Source: an optimization exercise on an open RTL-to-GDS flow (aim: small area, a short achievable clock period and few clock cycles). Production flows keep margins and buffers that such runs may drop.
RTL that was checked went through simulation tests only; none was proved equivalent to the original.
No activity file was given, so power comes from the tool's default toggle rates.

## dem_decoder
module dem_decoder (
    input  wire        clk,
    input  wire        rst,         
    input  wire        start,
    input  wire [15:0] in_len,      
    input  wire [15:0] out_cap,     
    output wire        busy,
    output reg         done,
    output wire        fail,
    output wire [15:0] out_len,     
    input  wire        in_valid,
    input  wire [31:0] in_data,
    output wire        in_ready,
    output wire        out_valid,
    output wire [31:0] out_data,
    input  wire        out_ready
);
export LEC_CHECK = 0
export CAP_MARGIN = 20
export CORE_MARGIN = 2
export CORE_UTILIZATION = 40
export SETUP_SLACK_MARGIN = 5
export SLEW_MARGIN = 20
create_clock -name core_clock -period 8.0 [get_ports {clk}]
standard.sh (not shown) runs the stock make flow with config.mk's settings and CLKGATE_MAP_FILE= SYNTH_SCRIPT=/design/flow/synth_recipe.tcl, a recipe that flattens the netlist after the stock synthesis.
==> flow/flow/run.sh <==
#!/bin/bash
# The standard layout, with the port buffers made from the smallest buffer cell.
set -euo pipefail
bash standard.sh 'BUFFER_PORTS_ARGS=-buffer_cell sky130_fd_sc_hd__buf_1' finish > standard_flow.log 2>&1
Testbench counts at the start, summed over its fixed seeds: cycles 39,225.
Change:
--- a/flow/design.v
+++ b/flow/design.v
@@ -26,23 +26,22 @@
     reg         capz;        
     reg  [13:0] outw;        
     reg         bad;         
     reg  [2:0]  rtype;       
     reg  [8:0]  rcnt;        
     reg         inr;         
     reg         last;        
     reg         lenp;        
     reg         ph;          
     reg         dv;          
     reg         dout;        
-    reg         dadd;        
     reg  [31:0] dlt;         
     reg         ov;          
     reg         oflag;       
     reg  [31:0] prev;        
     reg  [31:0] A, B;
     reg         Av, Bv;
     reg  [1:0]  p;
     reg  [31:0] W;           
     always @(*) begin
         case (p)
             2'd0:    W = A;
@@ -148,23 +147,24 @@
         endcase
     end
     wire        hok_e  = last & mrg & ~rendf & havf;    
     wire        end_e  = last & mrg & rendf;            
     wire        hok_h  = ~lenp & ~z0 & Av;              
     wire [7:0]  H      = inr ? Hf : W[7:0];
     wire        hext   = (H[4:0] == 5'd0);
     wire        h_ok   = inr ? (emit_w & hok_e) : (hmode & hok_h);
     wire        s_end  = inr ? (emit_w & end_e) : (hmode & ~lenp & z0);
     wire        l_miss = hmode & lenp & z0;              
     wire        l_ok   = hmode & lenp & ~z0 & Av;
-    wire        emit   = emit_w;
+    wire        emit_l = l_ok & ~is_delta & ~capz & oget;
+    wire        emit   = emit_w | emit_l;
     wire        adv    = ~inr | oget;
     wire [2:0]  c = (emit_w ? fc : 3'd0) + {2'd0, h_ok | l_ok};
     wire [2:0]  pf   = {1'b0, p} + fc;
     wire        xw   = hok_e ? (pf >= 3'd3) : pf[2];     
     wire        xh   = (p == 2'd3);                      
     wire        exh  = inr ? (emit_w & xw) : (hmode & ~z0 & Av & xh);
     assign busy      = (state != S_IDLE);
     assign in_ready  = run & ~Bv;
     assign out_valid = ov;
     assign out_data  = oflag ? 32'h8000_0000 : prev;
     assign fail      = bad;
@@ -192,31 +192,29 @@
                     Av <= 1'b0;
                 end
             end
             p <= pc[1:0];
         end
         rem <= rem_n;
         rhz <= (rem_n[15:3] == 13'd0);
         c_r <= adv ? c : 3'd0;
         if (oget) begin
             ov    <= dv;
             oflag <= dout;
-            if (dadd)
-                prev <= prev + dlt;
+            prev  <= prev + dlt;
         end
         if (adv) begin
             if (oget) begin
                 dv   <= emit;
                 dout <= emit & ((rtype == T_OUT) | (is_delta & sentinel));
-                dadd <= emit_w & is_delta & ~sentinel;
-                dlt  <= delta;
+                dlt  <= (emit_w & is_delta & ~sentinel) ? delta : 32'd0;
             end
             if (emit) begin
                 outw <= outw + 14'd1;
                 capr <= capr - 14'd1;
             end
             capz <= emit ? (capr == 14'd1) : (capr == 14'd0);
             if (emit_w) begin
                 rcnt <= rcnt - 9'd1;
                 inr  <= ~last;
                 last <= (rcnt == 9'd2);
                 ph   <= ~ph;
@@ -224,23 +222,23 @@
             if (h_ok) begin
                 rtype <= H[7:5];
                 lenp  <= hext;
                 ph    <= 1'b0;
                 if (!hext) begin
                     rcnt <= {4'd0, H[4:0]};
                     inr  <= 1'b1;
                     last <= (H[4:0] == 5'd1);
                 end
             end
             if (l_ok) begin
-                rcnt <= {1'b0, W[7:0]} + 9'd32;
+                rcnt <= {1'b0, W[7:0]} + (emit_l ? 9'd31 : 9'd32);
                 inr  <= 1'b1;
                 last <= 1'b0;
                 lenp <= 1'b0;
             end
         end
         done <= 1'b0;
         case (state)
             S_IDLE: begin
                 if (start) begin
                     rem   <= in_len;
                     c_r   <= 3'd0;
@@ -270,16 +268,15 @@
                 if (oget && !dv) begin
                     done  <= 1'b1;
                     state <= S_IDLE;
                 end
             end
         endcase
         if (rst) begin
             state <= S_IDLE;
             done  <= 1'b0;
             ov    <= 1'b0;
             dv    <= 1'b0;
-            dadd  <= 1'b0;
             Bv    <= 1'b0;
         end
     end
 endmodule
After rerunning:
- final cell count increases slightly
- setup slack degrades by 0.28 ns
- routed wire length rose by a few percent
- sequential power is about the same
- power fell by a little under a tenth
- non-clock buffer count goes up by 26
- die area is higher slightly
- clock-buffer cell count went up by 4
- worst hold slack is about the same
- flip-flop and latch count decreases by 1
- clock power goes down by a little under a tenth
- synthesized area rose slightly
Only the layout flow was run in the second run of this note; the RTL was not checked for function there.

==> what the ideal ports hide <==
In the flow no input, the clock included, has a driving cell. The finished layouts below were timed again as built, in two steps.
Step 1 assumes that a clkbuf_16 drives the clock port and a buf_2 every other input.
Step 2 adds t to the input delays and takes it off the output delays; t is the mean of the earliest and latest rising clock arrival at the registers after step 1. Input paths then give back, and output paths get back, about the clock's delay inside the block.
Slacks: no drivers / after step 1 / after step 2; pairs: no drivers / after step 1.
run	shift t [ns]	setup slack, ns	hold WS [ns]	worst register clock-pin slew, ns	worst data-port slew with drivers (ns)
the first run	0.576	4.905 / 4.859 / 4.412	0.419 / 0.419 / 0.419	0.07 / 0.07	0.07
the second run	0.560	4.628 / 4.640 / 4.080	0.421 / 0.421 / 0.421	0.06 / 0.06	0.07
After both steps setup and hold are still met in every run listed. The setup slack of the second run, which loses most, moves by +0.012 ns with the drivers and by -0.548 ns with both steps.
